This design comes from an exercise in tuning for small area and few clock cycles on the open sky130 flow, not from production work. Where RTL was checked, it was by simulation tests only, not by an equivalence proof against the original. Power is estimated from default activity; no workload was simulated.

## ftb_recv
module ftb_recv (
    input  wire       clk,
    input  wire       rst,
    input  wire       start,
    output wire       ready,
    input  wire       rx_valid,
    input  wire [7:0] rx_data,
    output wire       rx_take,
    output wire       done,
    output reg  [2:0] status,
    output reg  [7:0] plen,
    output wire       pl_valid,
    output wire [7:0] pl_data,
    input  wire       pl_ready
);
Size: roughly 2800 cells after synthesis, roughly 2100 flip-flops, about 36 I/O pins, roughly 0.046 mm^2 of cells after synthesis.
export LEC_CHECK = 0
export CAP_MARGIN = 20
export CORE_MARGIN = 2
export CORE_UTILIZATION = 70
export SLEW_MARGIN = 20
create_clock -name core_clock -period 10.0 [get_ports {clk}]
run.sh (not shown) runs the stock make flow with config.mk's settings and CLKGATE_MAP_FILE= SYNTH_SCRIPT=/design/flow/synth_recipe.tcl, a recipe that flattens the netlist after the stock synthesis.
The first run passed the timing, design-rule and antenna checks.
Rerun with:
==> flow/flow/run.sh (new file) <==
#!/bin/bash
# Standard ORFS layout (standard.sh), with two argument overrides:
#  - clock tree synthesis without dummy loads, with clkbuf_8 leaf buffers
#    driving clusters of up to 18 registers;
#  - the port buffers that global placement inserts use the smallest buffer.
# The make output goes to standard_flow.log; each step's own log is under
# orfs/logs/.
set -euo pipefail
export CTS_ARGS="-sink_clustering_enable -repair_clock_nets -dont_use_dummy_load -buf_list sky130_fd_sc_hd__clkbuf_8 -sink_clustering_size 18 -sink_clustering_max_diameter 60 -sink_buffer_max_cap_derate 1.0"
export BUFFER_PORTS_ARGS="-buffer_cell sky130_fd_sc_hd__buf_1"
bash standard.sh > standard_flow.log 2>&1
==> flow/standard.sh (new file) <==
#!/bin/bash
# synth_recipe.tcl (not shown) runs the flow's synth.tcl, then flattens the netlist and writes it again
# the make line also repeats each setting of config.mk as NAME=value (left out here)
make -C /OpenROAD-flow-scripts/flow DESIGN_CONFIG=/design/flow/config.mk WORK_HOME=/design/flow/orfs CLKGATE_MAP_FILE= SYNTH_SCRIPT=/design/flow/synth_recipe.tcl "${@:-finish}"
removed: flow/run.sh
The changed run went through all stages and came out clean. Sequential power stays flat. Register-to-register slack is better by 170 ps. Via count is lower by 15%. Total power falls by 24%. Global-route usage shrinks by 11 points. Worst setup slack improved by 570 ps. Die area stays the same. Wire length shrinks by 38%.
Rerun with:
==> flow/run.sh (new file) <==
#!/bin/bash
# synth_recipe.tcl (not shown) runs the flow's synth.tcl, then flattens the netlist and writes it again
# the make line also repeats each setting of config.mk as NAME=value (left out here)
make -C /OpenROAD-flow-scripts/flow DESIGN_CONFIG=/design/flow/config.mk WORK_HOME=/design/flow/orfs CLKGATE_MAP_FILE= SYNTH_SCRIPT=/design/flow/synth_recipe.tcl finish
CORE_UTILIZATION = 40   (was 70)
CTS_BUF_LIST = sky130_fd_sc_hd__clkbuf_8   (was unset)
CTS_CLUSTER_SIZE = 30   (was unset)
removed: flow/flow/run.sh
removed: flow/standard.sh
Register-to-register slack gains 540 ps.
Utilization fell by 28 points.
Total power came out higher by 26%.
Sequential power is about the same.
Setup slack loses 75 ps.
Rerun with:
==> flow/flow/run.sh (new file) <==
#!/bin/bash
# Standard ORFS layout, with clock tree synthesis run without dummy loads and
# with larger sink clusters driven by clkbuf_8 leaf buffers.
set -euo pipefail
export CTS_ARGS="-sink_clustering_enable -repair_clock_nets -dont_use_dummy_load -buf_list sky130_fd_sc_hd__clkbuf_8 -sink_clustering_size 20 -sink_clustering_max_diameter 60 -sink_buffer_max_cap_derate 1.0"
bash standard.sh > standard_flow.log 2>&1
==> flow/standard.sh (new file) <==
#!/bin/bash
# synth_recipe.tcl (not shown) runs the flow's synth.tcl, then flattens the netlist and writes it again
# the make line also repeats each setting of config.mk as NAME=value (left out here)
make -C /OpenROAD-flow-scripts/flow DESIGN_CONFIG=/design/flow/config.mk WORK_HOME=/design/flow/orfs CLKGATE_MAP_FILE= SYNTH_SCRIPT=/design/flow/synth_recipe.tcl "${@:-finish}"
CORE_UTILIZATION = 70   (was 40)
CTS_BUF_LIST = unset   (was sky130_fd_sc_hd__clkbuf_8)
CTS_CLUSTER_SIZE = unset   (was 30)
removed: flow/run.sh
Power drops by 22%; routed wire length climbs by 5.9%; register-to-register slack is worse by 410 ps; critical path depth climbs by 1.
Rerun with:
==> flow/run.sh (new file) <==
#!/bin/bash
# synth_recipe.tcl (not shown) runs the flow's synth.tcl, then flattens the netlist and writes it again
# the make line also repeats each setting of config.mk as NAME=value (left out here)
make -C /OpenROAD-flow-scripts/flow DESIGN_CONFIG=/design/flow/config.mk WORK_HOME=/design/flow/orfs CLKGATE_MAP_FILE= SYNTH_SCRIPT=/design/flow/synth_recipe.tcl finish
CORE_UTILIZATION = 40   (was 70)
CTS_BUF_LIST = sky130_fd_sc_hd__clkbuf_4   (was unset)
CTS_CLUSTER_SIZE = 20   (was unset)
removed: flow/flow/run.sh
removed: flow/standard.sh
Cell area rises by roughly a tenth.
First-iteration DRC count falls by a quarter to a third.
Critical path depth falls by 1.
Global-route usage falls by 9.7 points.
Utilization falls by 28 points.
Non-clock buffer count rises by 9.
Wire length falls by a few percent.
Via count rises by roughly a tenth.
Clock skew rises by 17 ps.
Count of clock-buffer cells in the layout rises by 594.
Sequential share of layout area falls by 8.0 points.
No functional check of the RTL was part of any run of this note.

* * *

run A:
Another version of the RTL of ftb_recv (not shown whole).
For scale: roughly 2,100 flip-flops, ~46,000 um2 of cells after synthesis.
Settings: LEC_CHECK=0, CAP_MARGIN=20, CORE_MARGIN=2, CORE_UTILIZATION=75, GPL_TIMING_DRIVEN=0, SLEW_MARGIN=20; clock period 10.0 ns.
standard.sh (not shown) runs the stock make flow with config.mk's settings and CLKGATE_MAP_FILE= SYNTH_SCRIPT=/design/flow/synth_recipe.tcl, a recipe that flattens the netlist after the stock synthesis.
==> flow/flow/run.sh <==
#!/bin/bash
# Standard ORFS layout (standard.sh), with two argument overrides:
#  - clock tree synthesis without dummy loads, with clkbuf_8 leaf buffers
#    driving clusters of up to 18 registers;
#  - the port buffers that global placement inserts use the smallest buffer.
# The make output goes to standard_flow.log; each step's own log is under
# orfs/logs/.
set -euo pipefail
export CTS_ARGS="-sink_clustering_enable -repair_clock_nets -dont_use_dummy_load -buf_list sky130_fd_sc_hd__clkbuf_8 -sink_clustering_size 18 -sink_clustering_max_diameter 60 -sink_buffer_max_cap_derate 1.0"
export BUFFER_PORTS_ARGS="-buffer_cell sky130_fd_sc_hd__buf_1"
bash standard.sh > standard_flow.log 2>&1
Testbench counts of run A, summed over its fixed seeds: cycles 55,728.
Modified inputs, run B compared to run A
Settings: GPL_ROUTABILITY_DRIVEN newly set to 0; CORE_UTILIZATION changed from 75 to 80.
Results
- Worst setup slack after layout is lower on run B
- Compared with run A, run B instantiates a smaller number of standard cells.
- Signed area change from the synthesized netlist to the final layout across run A and run B: no real change.
- Run A → run B: highest achievable clock rate decreased 7.8 MHz; final hold slack went down; slew at the pin with the worst max-slew slack went up 0.055 ns; final layout net count has remained practically unchanged; core box area went down.
- Part of the total power dissipated in the clock network was lower in the run labelled run A.
- Per the comparison of run B with run A, power now sits higher; post-synthesis area per instance now sits at about the same level.
The following lists how run C was set up differently from run B:
Settings: a deleted GPL_ROUTABILITY_DRIVEN that had been 0; a deleted GPL_TIMING_DRIVEN that had been 0; a change of CORE_UTILIZATION from 80 to 70.
Findings:
Run C vs run B: wire length of the first global-routing pass down
Delta(overall die height, run C - run B) > 0
The topmost layer with routed signal wires comes out met4 in one run and met5 in the other, namely in run C and run B respectively.
When run C is measured against run B, its layout overhead on the synthesized area turns out 0.19 points lower.
--- input diff run C..run D ---
Settings: ABC_AREA now 1, previously not set.
Results
- Looking at net count after synthesis across run C and run D, the one that comes out lower is run C.
- In run D, the met1 global-route usage came out 1.8 points below the value in run C.
- Against run C, run D reports a total number of tap cells that is lower.
- Comparing run C and run D, the lower share of cell area taken by multi-input logic gates was measured on run D.
- The post-synthesis average cell area of run D is lower than that of run C.
- Compared with run C, run D shows a higher initial standard-cell utilization of the core.
- The maximum clock rate of run D exceeds that of run C by about 12%.
- Worst hold margin down 0.059 ns in run D wrt run C
### run D -> run E
diff --git a/flow/flow/run.sh b/flow/flow/run.sh
--- a/flow/flow/run.sh
+++ b/flow/flow/run.sh
@@ -4 +4 @@
-#    driving clusters of up to 18 registers;
+#    driving clusters of up to 21 registers;
@@ -9 +9 @@
-export CTS_ARGS="-sink_clustering_enable -repair_clock_nets -dont_use_dummy_load -buf_list sky130_fd_sc_hd__clkbuf_8 -sink_clustering_size 18 -sink_clustering_max_diameter 60 -sink_buffer_max_cap_derate 1.0"
+export CTS_ARGS="-sink_clustering_enable -repair_clock_nets -dont_use_dummy_load -buf_list sky130_fd_sc_hd__clkbuf_8 -sink_clustering_size 21 -sink_clustering_max_diameter 60 -sink_buffer_max_cap_derate 1.0"
### Flow results
- Run E ended with every stage complete and zero timing, DRC or antenna violations.
- Between run E and run D, ratio of final minimum period to clock period is higher for run D, run E comes in under that.
- Relative contribution of combinational cells to total power across run E and run D: no real change.
- Measured against each other, run E and run D differ in total routed wire length on the met1 layer, the lower figure coming from run D.
- Sum of internal, switching and leakage power improves in run E relative to run D.
- Run E leaves more setup margin than run D.
- The design area of run E is lower than that of run D.
- Looking at run E and run D, the final hold violation count is a wash.
- Of run E and run D, the higher wire length reported by the detailed router belongs to run E.

* * *

The RTL this note starts from:
==> flow/design.v <==
module ftb_recv (
    input  wire       clk,
    input  wire       rst,
    input  wire       start,
    output wire       ready,
    input  wire       rx_valid,
    input  wire [7:0] rx_data,
    output wire       rx_take,
    output wire       done,
    output reg  [2:0] status,
    output reg  [7:0] plen,
    output wire       pl_valid,
    output wire [7:0] pl_data,
    input  wire       pl_ready
);
    localparam integer N   = 252;           
    localparam [7:0]   NM1 = N - 1;
    localparam [3:0]   TAP = 4'd11;
    localparam [2:0] ST_OK           = 3'd0,
                     ST_TIMED_OUT    = 3'd1,
                     ST_OVERFLOWED   = 3'd2,
                     ST_CRC_MISMATCH = 3'd3;
    reg [7:0]  ring [0:N-1];
    reg        busy;          
    reg [7:0]  cnt;           
    reg        exp_set;       
    reg [7:0]  len;           
    reg [15:0] crc;           
    reg [7:0]  rem;           
    reg [7:0]  tap;           
    reg [7:0]  fpos;          
    reg [7:0]  skid;          
    reg        sk_v;
    reg [15:0] crc_upd;
    integer i;
    always @* begin
        crc_upd = crc ^ {rx_data, 8'h00};
        for (i = 0; i < 8; i = i + 1)
            crc_upd = crc_upd[15] ? ((crc_upd << 1) ^ 16'h1021) : (crc_upd << 1);
    end
    wire [8:0] cnt9    = {1'b0, cnt};
    wire       rem_nz  = |rem;
    wire       owed    = rem_nz || sk_v;      
    wire       ge2     = |cnt[7:1];
    wire       in_pay  = exp_set && ge2 && (cnt9 < {1'b0, len} + 9'd2);
    wire       at_end  = exp_set && (cnt9 == {1'b0, len} + 9'd4);
    wire       at_last = &cnt;
    wire       wr_pay  = in_pay && (len <= 8'd250);
    wire       first   = (cnt == 8'd2);
    wire       contig  = first || ({1'b0, fpos} + 9'd3 == cnt9);
    wire [7:0] cur;
    wire       pull;
    wire       blk     = rem_nz && ((tap == NM1 && sk_v && !pl_ready) ||
                                    ({1'b0, tap} + 9'd1 < {1'b0, rem}));
    wire       allow   = (at_last || at_end) ? !owed :
                         wr_pay ? (contig && !blk) : 1'b1;
    assign rx_take = busy && allow;
    wire   take     = rx_take && rx_valid;
    wire   wr       = take && wr_pay;
    wire   fin_take = take && (at_last || (at_end && rx_data == 8'h03));
    wire   fin_to   = busy && !rx_valid && !owed;
    wire   crc_ok   = (crc == 16'h0000);
    wire   new_pay  = fin_take && !at_last && crc_ok && (len != 8'd0);
    assign done     = fin_take || fin_to;
    assign ready    = !busy || done;
    assign cur      = rem_nz ? tap : fpos;
    wire   ring_due = rem_nz || new_pay;
    wire   at_tap   = (cur[3:0] == TAP);
    assign pull     = ring_due && at_tap && (!sk_v || pl_ready);
    reg [7:0] tapv [0:15];
    integer j;
    always @*
        for (j = 0; j < 16; j = j + 1)
            tapv[j] = ring[16*j + TAP];
    wire [7:0] tap_data = tapv[cur[7:4]];
    assign pl_valid = sk_v || (ring_due && at_tap);
    assign pl_data  = sk_v ? skid : tap_data;
    always @* begin
        plen = len;
        if (!rx_valid)      status = ST_TIMED_OUT;
        else if (at_last)   status = ST_OVERFLOWED;
        else if (crc_ok)    status = ST_OK;
        else                status = ST_CRC_MISMATCH;
    end
    integer k;
    always @(posedge clk) begin
        ring[0] <= wr ? rx_data : ring[N-1];
        for (k = 1; k < N; k = k + 1)
            ring[k] <= ring[k-1];
    end
    always @(posedge clk) begin
        fpos <= (wr && first) ? 8'd0 : (fpos == NM1) ? 8'd0 : fpos + 8'd1;
        tap  <= pull ? cur : (cur == NM1) ? 8'd0 : cur + 8'd1;
        if (pull && (sk_v || !pl_ready))
            skid <= tap_data;
        if (take) begin
            cnt <= cnt + 8'd1;
            if (cnt == 8'd0) exp_set <= (rx_data == 8'h02);
            if (cnt == 8'd1) len <= rx_data;
            crc <= ge2 ? crc_upd : 16'h0000;
        end
        if (rst) begin
            busy <= 1'b0;
            rem  <= 8'd0;
            sk_v <= 1'b0;
        end else begin
            if (start && ready) begin
                busy <= 1'b1;
                cnt  <= 8'd0;
            end else if (done) begin
                busy <= 1'b0;
            end
            rem  <= rem_nz ? rem - {7'd0, pull} : new_pay ? len - {7'd0, pull} : 8'd0;
            sk_v <= pull ? (sk_v || !pl_ready) : (sk_v && !pl_ready);
        end
    end
endmodule
export LEC_CHECK = 0
export CAP_MARGIN = 20
export CORE_MARGIN = 2
export CORE_UTILIZATION = 85
export SLEW_MARGIN = 20
create_clock -name core_clock -period 10.0 [get_ports {clk}]
==> flow/flow/run.sh <==
#!/bin/bash
# Standard ORFS layout (standard.sh), with two argument overrides:
#  - clock tree synthesis without dummy loads, with clkbuf_8 leaf buffers
#    driving clusters of up to 18 registers;
#  - the port buffers that global placement inserts use the smallest buffer.
# The make output goes to standard_flow.log; each step's own log is under
# orfs/logs/.
set -euo pipefail
export CTS_ARGS="-sink_clustering_enable -repair_clock_nets -dont_use_dummy_load -buf_list sky130_fd_sc_hd__clkbuf_8 -sink_clustering_size 18 -sink_clustering_max_diameter 60 -sink_buffer_max_cap_derate 1.0"
export BUFFER_PORTS_ARGS="-buffer_cell sky130_fd_sc_hd__buf_1"
bash standard.sh > standard_flow.log 2>&1
The first run died in detailed placement (DPL-0033).
Testbench counts at the start, summed over its fixed seeds: cycles 55,728.
Rerun with:
- CORE_UTILIZATION: 85 -> 70
After rerunning:
- Now the flow finished with timing, DRC and antenna clean
- synthesized cell count is unchanged
- synthesized area does not change

* * *

Another version of the RTL of ftb_recv (not shown whole).
For scale: roughly 2,800 cells after synthesis, about 36 I/O pins.
// ftb_recv
module ftb_recv (
    input  wire       clk,
    input  wire       rst,
    input  wire       start,
    output wire       ready,
    input  wire       rx_valid,
    input  wire [7:0] rx_data,
    output wire       rx_take,
    output wire       done,
    output reg  [2:0] status,
    output reg  [7:0] plen,
    output wire       pl_valid,
    output wire [7:0] pl_data,
    input  wire       pl_ready
);
    localparam integer N = 252;             
    localparam [7:0] PLAST = N;             
    localparam [7:0] PFIRST = 8'd1;         
    localparam integer TAP = 11;
    localparam [3:0] TAP_LO = TAP + 1;
    localparam [2:0] ST_OK           = 3'd0,
                     ST_TIMED_OUT    = 3'd1,
                     ST_OVERFLOWED   = 3'd2,
                     ST_CRC_MISMATCH = 3'd3;
    reg [7:0]  ring [0:N-1];
    reg        busy;          
    reg [7:0]  cnt;           
    reg        exp_set;       
    reg [7:0]  len;           
    reg [15:0] crc;           
    reg [7:0]  rem;           
    reg [7:0]  tap;           
    reg [7:0]  fpos;          
    reg [7:0]  skid;          
    reg        sk_v;
    reg [15:0] crc_upd;
    integer i;
    always @* begin
        crc_upd = crc ^ {rx_data, 8'h00};
        for (i = 0; i < 8; i = i + 1)
            crc_upd = crc_upd[15] ? ((crc_upd << 1) ^ 16'h1021) : (crc_upd << 1);
    end
    wire       rem_nz  = |rem;
    wire       owed    = rem_nz || sk_v;      
    wire       hdr     = &cnt[7:1];           
    wire       in_pay  = exp_set && !hdr && (cnt < len);
    wire       at_end  = exp_set && !hdr && ({1'b0, cnt} == {1'b0, len} + 9'd2);
    wire       at_last = (cnt == 8'd253);     
    wire       first   = (cnt == 8'd0);
    wire       contig  = first || (fpos == cnt);
    wire       blk     = rem_nz && ((tap == PLAST && sk_v && !pl_ready) || (tap < rem));
  ...
Settings: LEC_CHECK=0, ABC_AREA=1, CAP_MARGIN=20, CORE_MARGIN=2, CORE_UTILIZATION=70, SLEW_MARGIN=20; clock period 10.0 ns.
==> flow/flow/run.sh <==
#!/bin/bash
# Standard ORFS layout (standard.sh), with two argument overrides:
#  - clock tree synthesis without dummy loads, with clkbuf_8 leaf buffers
#    driving clusters of up to 19 registers;
#  - the port buffers that global placement inserts use the smallest buffer.
# The make output goes to standard_flow.log; each step's own log is under
# orfs/logs/.
set -euo pipefail
export CTS_ARGS="-sink_clustering_enable -repair_clock_nets -dont_use_dummy_load -buf_list sky130_fd_sc_hd__clkbuf_8 -sink_clustering_size 19 -sink_clustering_max_diameter 60 -sink_buffer_max_cap_derate 1.0"
export BUFFER_PORTS_ARGS="-buffer_cell sky130_fd_sc_hd__buf_1"
bash standard.sh > standard_flow.log 2>&1
Testbench counts at the start, summed over its fixed seeds: cycles 55,728.
Edit:
--- a/flow/flow/run.sh
+++ b/flow/flow/run.sh
@@ -4 +4 @@
-#    driving clusters of up to 19 registers;
+#    driving clusters of up to 18 registers;
@@ -9 +9 @@
-export CTS_ARGS="-sink_clustering_enable -repair_clock_nets -dont_use_dummy_load -buf_list sky130_fd_sc_hd__clkbuf_8 -sink_clustering_size 19 -sink_clustering_max_diameter 60 -sink_buffer_max_cap_derate 1.0"
+export CTS_ARGS="-sink_clustering_enable -repair_clock_nets -dont_use_dummy_load -buf_list sky130_fd_sc_hd__clkbuf_8 -sink_clustering_size 18 -sink_clustering_max_diameter 60 -sink_buffer_max_cap_derate 1.0"
Result: Area after synthesis does not change; cell area climbs by about 0.4%; via count climbs by about 0.45%; worst setup slack is worse by 0.014 ns.

-- separate check: timing with driven ports --
No port has a modelled driver above. Below, the same layouts with a new extraction and two added sets of constraints.
Step 1: set_driving_cell puts a clkbuf_16 on clk and a buf_2 on each other input, an assumption about the parent block.
Step 2 times the ports against the registers' clock, not the clock port: input delays grow and output delays shrink by t, the midpoint of the rising clock arrivals with the driver on.
Three values: ideal ports, drivers, drivers and shift; two values: the first two.
run	t, ns	slack for setup (ns)	latest minus earliest clock arrival (ns)
the first run of note 1	0.831	1.714 / 1.646 / 2.317	0.064 / 0.064
the second run of note 1	0.808	2.283 / 2.228 / 3.036	0.100 / 0.100
the third run of note 1	0.946	2.208 / 2.148 / 2.282	0.083 / 0.084
the fourth run of note 1	0.760	2.091 / 2.027 / 2.294	0.102 / 0.103
the fifth run of note 1	1.159	1.929 / 1.867 / 2.254	0.156 / 0.155
run A	0.819	3.494 / 3.438 / 3.533	0.079 / 0.079
run B	0.853	3.146 / 3.082 / 3.496	0.063 / 0.063
run C	0.818	3.313 / 3.250 / 3.709	0.100 / 0.100
run D	0.805	4.013 / 3.949 / 4.096	0.096 / 0.097
run E	0.759	4.036 / 3.977 / 4.081	0.126 / 0.126
the second run of note 3	0.806	3.761 / 3.703 / 3.764	0.100 / 0.100
the first run of note 4	0.764	4.188 / 4.158 / 4.158	0.118 / 0.118
the second run of note 4	0.791	4.174 / 4.144 / 4.144	0.091 / 0.091
After both steps setup and hold are still met in every run listed.
